This is an optimization exercise on Yosys and OpenROAD, whose aim is small area, a short achievable clock period and few clock cycles, not a production implementation. Only simulation tests tie the RTL to the original design; equivalence was not proved. Power is estimated from default activity; no workload was simulated.

// wpd_decomp
module wpd_decomp (
    input  wire        clk,
    input  wire        rst,           
    input  wire        in_valid,
    input  wire [7:0]  in_data,
    output wire        in_ready,
    output wire        out_valid,
    output wire [7:0]  out_data,
    input  wire        out_ready,
    output wire        ctx_valid,
    output wire [31:0] ignored_count,
    output wire [1:0]  err_code
);
==> flow/config.mk <==
export PLATFORM = sky130hd
export DESIGN_NAME = wpd_decomp
export DESIGN_NICKNAME = wpd_decomp
export VERILOG_FILES = /design/flow/design.v
export SDC_FILE = /design/flow/constraint.sdc
export NUM_CORES = 4
export LEC_CHECK = 0
export CAP_MARGIN = 20
export CORE_MARGIN = 2
export CORE_UTILIZATION = 40
export SLEW_MARGIN = 20
==> flow/constraint.sdc <==
create_clock -name core_clock -period 10.0 [get_ports {clk}]
set_input_delay 2.0000 -clock core_clock [delete_from_list [all_inputs] [get_ports {clk}]]
set_output_delay 2.0000 -clock core_clock [all_outputs]
set_load 0.01 [all_outputs]
standard.sh (not shown) runs the stock make flow with config.mk's settings and CLKGATE_MAP_FILE= SYNTH_SCRIPT=/design/flow/synth_recipe.tcl, a recipe that flattens the netlist after the stock synthesis.
==> flow/flow/run.sh <==
#!/bin/bash
# Standard layout with plain buffers on the ports, a smaller clock tree
# (8x clock buffers on larger sink clusters, no dummy loads), a denser core
# and timing repair aimed below the 10 ns clock period. ORFS writes each
# tool's full output under orfs/logs; make's output goes to standard.log.
set -euo pipefail
bash standard.sh \
  "BUFFER_PORTS_ARGS=-buffer_cell sky130_fd_sc_hd__buf_1" \
  "SETUP_SLACK_MARGIN=7" \
  "CORE_UTILIZATION=55" \
  "CTS_ARGS=-sink_clustering_enable -repair_clock_nets -dont_use_dummy_load -buf_list sky130_fd_sc_hd__clkbuf_8 -sink_clustering_size 30" \
  finish > standard.log 2>&1
The starting point passed the timing, design-rule and antenna checks.
Testbench counts at the start, summed over its fixed seeds: cycles 89,846.
Edit:
--- a/flow/flow/run.sh
+++ b/flow/flow/run.sh
@@ -10,2 +10,2 @@
-  "CORE_UTILIZATION=55" \
-  "CTS_ARGS=-sink_clustering_enable -repair_clock_nets -dont_use_dummy_load -buf_list sky130_fd_sc_hd__clkbuf_8 -sink_clustering_size 30" \
+  "CORE_UTILIZATION=65" \
+  "CTS_ARGS=-sink_clustering_enable -repair_clock_nets -dont_use_dummy_load -buf_list sky130_fd_sc_hd__clkbuf_8 -sink_clustering_size 40 -sink_clustering_max_diameter 80" \
=>
- The new run completed with no timing, DRC or antenna violations
- flip-flop and latch count stays the same
- via count rises by about 0.9%
- clock power is about the same
Edit:
==> flow/flow/run.sh (replaced) <==
#!/bin/bash
# Standard layout with plain buffers on the ports and timing repair aimed
# below the 10 ns clock period; each tool's output goes to ORFS's own logs
# under orfs/logs, and make's output to standard.log here.
set -euo pipefail
bash standard.sh \
  "BUFFER_PORTS_ARGS=-buffer_cell sky130_fd_sc_hd__buf_2" \
  "SETUP_SLACK_MARGIN=7" \
  finish > standard.log 2>&1
The new run finished with timing, DRC and antenna clean; worst hold slack loses 0.0060 ns; non-clock buffer count climbs by 1; clock skew drops by 0.021 ns; design area climbs by 5.9%; routed wire length drops by 3.6%; area after synthesis stays the same; utilization drops by 26 points.

* * *

The RTL this note starts from:
==> flow/design.v <==
module wpd_decomp (
    input  wire        clk,
    input  wire        rst,           
    input  wire        in_valid,
    input  wire [7:0]  in_data,
    output wire        in_ready,
    output wire        out_valid,
    output wire [7:0]  out_data,
    input  wire        out_ready,
    output wire        ctx_valid,
    output wire [31:0] ignored_count,
    output wire [1:0]  err_code
);
    localparam [1:0] S_HDR  = 2'd0;
    localparam [1:0] S_PASS = 2'd1;
    localparam [1:0] S_CB   = 2'd2;
    localparam [1:0] S_RUN  = 2'd3;
    reg  [7:0]  b1;         
    reg  [7:0]  b0;         
    reg  [1:0]  nb;         
    reg  [2:0]  o;          
    reg         in_rdy;
    reg  [1:0]  state;
    reg  [2:0]  cnt;        
    reg         is_accel;
    reg  [2:0]  sel;        
    reg  [3:0]  wq;         
    reg  [3:0]  fcnt;       
    reg  [1:0]  phase;      
    reg         drop;       
    reg  [7:0]  dq;         
    reg         dv;         
    reg         drot;       
    reg         duse;       
    reg  [7:0]  w0, w1, w2;
    reg         vld;
    reg         inc_q;      
    reg  [7:0]  ig0, ig1, ig2, ig3;
    reg         c1, c2, c3;
    reg  [1:0]  err;
    reg         ov;         
    reg  [7:0]  ob;
    reg         ov1;        
    reg  [7:0]  ob1;
    wire adv  = !ov1;
    wire go   = adv && (err == 2'd0);
    wire head_free = !ov || out_ready;
    wire in_fire   = in_valid && in_rdy;
    wire        have8 = (nb != 2'd0);
    wire [7:0]  xa    = b1;
    wire [15:0] wsh   = {b1, b0} << o;
    wire [7:0]  x8    = {wsh[15:10], 2'b00};    
    wire [7:0] w_next = (dv && drot) ? w1 : w0;
    reg  [7:0] dn;
    always @* begin
        case (sel)
            3'd0: begin dn = (x8[7:5] == 3'b100)   ? {w_next[7:2] == 6'b100000, 7'd0} : {{5{x8[7]}}, x8[7:5]}; end
            3'd1: begin dn = (x8[7:4] == 4'b1000)  ? {w_next[7:3] == 5'b10000, 7'd0}  : {{4{x8[7]}}, x8[7:4]}; end
            3'd2: begin dn = (x8[7:3] == 5'b10000) ? {w_next[7:4] == 4'b1000, 7'd0}   : {{3{x8[7]}}, x8[7:3]}; end
            3'd3: begin dn = (x8[7:2] == 6'b100000 && w_next[7]) ? 8'h80 : {{2{x8[7]}}, x8[7:2]}; end
            3'd4: begin dn = xa; end
            default: begin dn = 8'h00; end
        endcase
    end
    wire [2:0] cb_sel  = xa[6:4];
    wire       cb_top  = xa[7];
    wire [3:0] cb_fcm1 = xa[3:0];
    wire cb_still = (cb_sel == 3'd5) && cb_top;
    wire cb_lit   = (cb_sel == 3'd4);
    wire cb_bad   = cb_sel[2] && cb_sel != 3'd4 && !cb_still;
    wire cb_drop  = !cb_lit && !vld;
    reg  cb_long;
    always @* begin
        case (cb_sel)
            3'd0: cb_long = 1'b0;
            3'd1: cb_long = cb_fcm1 >= 4'd12;
            3'd2: cb_long = cb_fcm1 >= 4'd9;
            3'd3: cb_long = cb_fcm1 >= 4'd8;
            default: cb_long = !cb_still && cb_fcm1 >= 4'd6;
        endcase
    end
    wire [4:0] tag = xa[4:0];
    reg  [2:0] hlen_m1;
    reg        hvalid;
    always @* begin
        hvalid = 1'b1;
        case (tag)
            5'd0: hlen_m1 = 3'd4;
            5'd1: hlen_m1 = 3'd3;
            5'd2: hlen_m1 = 3'd1;
            5'd3: hlen_m1 = {({1'b0, xa[7]} + {1'b0, xa[6]} + {1'b0, xa[5]}), 1'b0};
            5'd4: hlen_m1 = 3'd2;
            5'd5: hlen_m1 = 3'd1;
            5'd7: hlen_m1 = 3'd2;
            5'd8: hlen_m1 = 3'd1;
            default: begin hlen_m1 = 3'd0; hvalid = 1'b0; end
        endcase
    end
    wire take = (phase != 2'd0);
    wire last = (phase == 2'd3) && (fcnt == 4'd0);
    wire [3:0] ow    = {1'b0, o} + wq;
    wire       rem   = (ow[2:0] != 3'd0);
    wire       haveW = (nb == 2'd2) || (nb == 2'd1 && (!ow[3] || !rem)) || (wq == 4'd0);
    wire       step  = !take || haveW;
    wire       run_t = go && (state == S_RUN) && take && haveW;
    wire       sh1   = go && (state != S_RUN) ? have8 : run_t && (ow[3] || (last && rem));
    wire       sh2   = run_t && last && ow[3] && rem;
    wire [2:0] o_next = (!run_t || last) ? (run_t ? 3'd0 : o) : ow[2:0];
    wire       af0   = (nb == 2'd0) || (nb == 2'd1 && sh1) || sh2;      
    wire       af1   = (nb == 2'd1 && !sh1) || (nb == 2'd2 && sh1 && !sh2);
    wire [1:0] nb_next = af0 ? {1'b0, in_fire} : af1 ? {in_fire, !in_fire} : 2'd2;
    wire       rdy_next = af0 || (af1 && !in_fire);
    reg set_err;
    always @* begin
        set_err = 1'b0;
        if (go && have8) begin
            if (state == S_HDR) set_err = (tag != 5'd6) && !hvalid;
            if (state == S_CB)  set_err = cb_long || cb_bad;
        end
    end
    wire [7:0] a    = duse ? w0 : 8'h00;
    wire [8:0] s    = {a[7], a} + {dq[7], dq};
    wire [7:0] newv = (s[8] && !s[7]) ? 8'h80 : (!s[8] && s[7]) ? 8'h7f : s[7:0];
    wire       push = adv && dv;
    assign in_ready      = in_rdy;
    assign out_valid     = ov;
    assign out_data      = ob;
    assign ctx_valid     = vld;
    assign ignored_count = {ig3, ig2, ig1, ig0};
    assign err_code      = err;
    always @(posedge clk) begin
        if (head_free)
            ob <= ov1 ? ob1 : newv;
        if (!ov1)
            ob1 <= newv;
        if (sh1 ? !af1 : nb == 2'd0)
            b1 <= in_data;
        else if (sh1)
            b1 <= b0;
        if (in_fire)
            b0 <= in_data;    
        if (go) begin
            case (state)
                S_HDR: begin
                    dq       <= xa;
                    drot     <= 1'b0;
                    duse     <= 1'b0;
                    is_accel <= (tag == 5'd1);
                    cnt      <= hlen_m1;
                end
                S_PASS: begin
                    dq   <= xa;
                    drot <= is_accel;
                    duse <= 1'b0;
                    if (have8)
                        cnt <= cnt - 3'd1;
                end
                S_CB: begin
                    dq    <= 8'h01;
                    drot  <= 1'b0;
                    duse  <= 1'b0;
                    sel   <= cb_still ? 3'd5 : cb_sel;
                    wq    <= cb_still ? 4'd0 : cb_sel[2] ? 4'd8 : {1'b0, cb_sel} + 4'd3;
                    fcnt  <= cb_fcm1;
                    drop  <= cb_drop;
                    phase <= 2'd1;
                end
                default: if (step) begin
                    dq   <= take ? dn : 8'h01;
                    drot <= take;
                    duse <= take && (!sel[2] || sel == 3'd5);
                    if (phase == 2'd3) begin
                        phase <= drop ? 2'd1 : 2'd0;
                        fcnt  <= fcnt - 4'd1;
                    end else
                        phase <= phase + 2'd1;
                end
            endcase
        end
    end
    always @(posedge clk) begin
        if (rst) begin
            nb      <= 2'd0;
            o       <= 3'd0;
            in_rdy  <= 1'b0;
            state   <= S_HDR;
            dv      <= 1'b0;
            w0      <= 8'd0;
            w1      <= 8'd0;
            w2      <= 8'd0;
            vld     <= 1'b0;
            inc_q   <= 1'b0;
            ig0     <= 8'd0;
            ig1     <= 8'd0;
            ig2     <= 8'd0;
            ig3     <= 8'd0;
            c1      <= 1'b0;
            c2      <= 1'b0;
            c3      <= 1'b0;
            err     <= 2'd0;
            ov      <= 1'b0;
            ov1     <= 1'b0;
        end else begin
            nb     <= nb_next;
            o      <= o_next;
            in_rdy <= (err == 2'd0) && !set_err && rdy_next;
            ov     <= ov1 || push || !head_free;
            ov1    <= !head_free && (ov1 || push);
            inc_q <= 1'b0;
            ig0 <= ig0 + {7'd0, inc_q};
            ig1 <= ig1 + {7'd0, c1};
            ig2 <= ig2 + {7'd0, c2};
            ig3 <= ig3 + {7'd0, c3};
            c1  <= inc_q && (ig0 == 8'hff);
            c2  <= c1 && (ig1 == 8'hff);
            c3  <= c2 && (ig2 == 8'hff);
            if (push && drot) begin
                w0 <= w1;
                w1 <= w2;
                w2 <= newv;
            end
            if (set_err)
                err <= (state == S_CB && !cb_long) ? 2'd2 : 2'd1;
            if (go) begin
                dv <= 1'b0;
                case (state)
                    S_HDR: if (have8 && hvalid && tag != 5'd6) begin
                        dv <= 1'b1;
                        if (tag == 5'd1)
                            vld <= 1'b1;
                        if (hlen_m1 != 3'd0)
                            state <= S_PASS;
                    end else if (have8 && tag == 5'd6)
                        state <= S_CB;
                    S_PASS: if (have8) begin
                        dv <= 1'b1;
                        if (cnt == 3'd1)
                            state <= S_HDR;
                    end
                    S_CB: if (have8 && !cb_long && !cb_bad) begin
                        if (cb_lit)
                            vld <= 1'b1;
                        inc_q <= cb_drop;
                        dv    <= !cb_drop;
                        state <= (cb_drop && cb_still) ? S_HDR : S_RUN;
                    end
                    default: if (step) begin
                        dv <= !drop;
                        if (last)
                            state <= S_HDR;
                    end
                endcase
            end
        end
    end
endmodule
==> flow/config.mk <==
export PLATFORM = sky130hd
export DESIGN_NAME = wpd_decomp
export DESIGN_NICKNAME = wpd_decomp
export VERILOG_FILES = /design/flow/design.v
export SDC_FILE = /design/flow/constraint.sdc
export NUM_CORES = 4
export LEC_CHECK = 0
export CAP_MARGIN = 20
export CORE_MARGIN = 2
export CORE_UTILIZATION = 40
export SLEW_MARGIN = 20
==> flow/constraint.sdc <==
create_clock -name core_clock -period 10.0 [get_ports {clk}]
set_input_delay 2.0000 -clock core_clock [delete_from_list [all_inputs] [get_ports {clk}]]
set_output_delay 2.0000 -clock core_clock [all_outputs]
set_load 0.01 [all_outputs]
==> flow/flow/run.sh <==
#!/bin/bash
# Standard layout with plain buffers on the ports, a smaller clock tree
# (8x clock buffers on larger sink clusters, no dummy loads), a denser core
# and timing repair aimed below the 10 ns clock period. ORFS writes each
# tool's full output under orfs/logs; make's output goes to standard.log.
set -euo pipefail
bash standard.sh \
  "BUFFER_PORTS_ARGS=-buffer_cell sky130_fd_sc_hd__buf_1" \
  "SETUP_SLACK_MARGIN=6.5" \
  "ABC_AREA=1" \
  "CORE_UTILIZATION=65" \
  "CTS_ARGS=-sink_clustering_enable -repair_clock_nets -dont_use_dummy_load -buf_list sky130_fd_sc_hd__clkbuf_8 -sink_clustering_size 40 -sink_clustering_max_diameter 80" \
  finish > standard.log 2>&1
The baseline completed with no timing, DRC or antenna violations.
Testbench counts at the start, summed over its fixed seeds: cycles 89,846.
==> next run, changes <==
--- a/flow/flow/run.sh
+++ b/flow/flow/run.sh
@@ -9 +9 @@
-  "SETUP_SLACK_MARGIN=6.5" \
+  "SETUP_SLACK_MARGIN=7" \
Cell count rises by 0.45%; utilization rises by 1.2 points; via count falls by 0.41%; non-clock buffer count rises by 3; wire length rises by 1.7%; worst setup slack gains 0.31 ns; flip-flop and latch count does not change; total power rises by 0.72%.
==> next run, changes <==
--- a/flow/flow/run.sh
+++ b/flow/flow/run.sh
@@ -9 +9 @@
-  "SETUP_SLACK_MARGIN=7" \
+  "SETUP_SLACK_MARGIN=6.8" \
=>
- area after synthesis is unchanged
- worst setup slack loses 0.065 ns
- hold slack hardly moves
- critical path depth is unchanged
- non-clock buffer count shrinks by 4
- sequential share of layout area is about the same
- clock-buffer cell count does not change
- core utilization shrinks by 1.1 points
- power shrinks by 0.50%
- clock power shrinks by about 3%

[port drivers added, routing unchanged]
In the flow no input, the clock included, has a driving cell. The finished layouts below were timed again as built, in two steps.
Step 1 (the two cells are an assumption about what drives the block):
set clk [get_ports {clk}]
set_driving_cell -lib_cell sky130_fd_sc_hd__clkbuf_16 $clk
set_driving_cell -lib_cell sky130_fd_sc_hd__buf_2 [delete_from_list [all_inputs] $clk]
Step 2 times the ports against the registers' clock, not the clock port: input delays grow and output delays shrink by t, the midpoint of the rising clock arrivals with the driver on.
Three values: no drivers, after step 1, after step 2; two values: the first two.
| run | t, ns | setup WS [ns] | cell pins on the clock port's net |
|---|---|---|---|
| the first run of note 1 | 0.463 | 7.038 / 7.001 / 6.660 | 1 |
| the second run of note 1 | 0.461 | 7.026 / 6.989 / 6.649 | 1 |
| the third run of note 1 | 0.468 | 7.030 / 6.986 / 6.671 | 1 |
| the first run of note 2 | 0.475 | 6.715 / 6.725 / 6.251 | 1 |
| the second run of note 2 | 0.482 | 7.027 / 6.991 / 6.582 | 1 |
| the third run of note 2 | 0.478 | 6.963 / 6.927 / 6.691 | 1 |
After both steps every run listed still meets setup and hold. The setup slack of the first run of note 2, which loses most, moves by +0.010 ns with the drivers and by -0.464 ns with both steps.
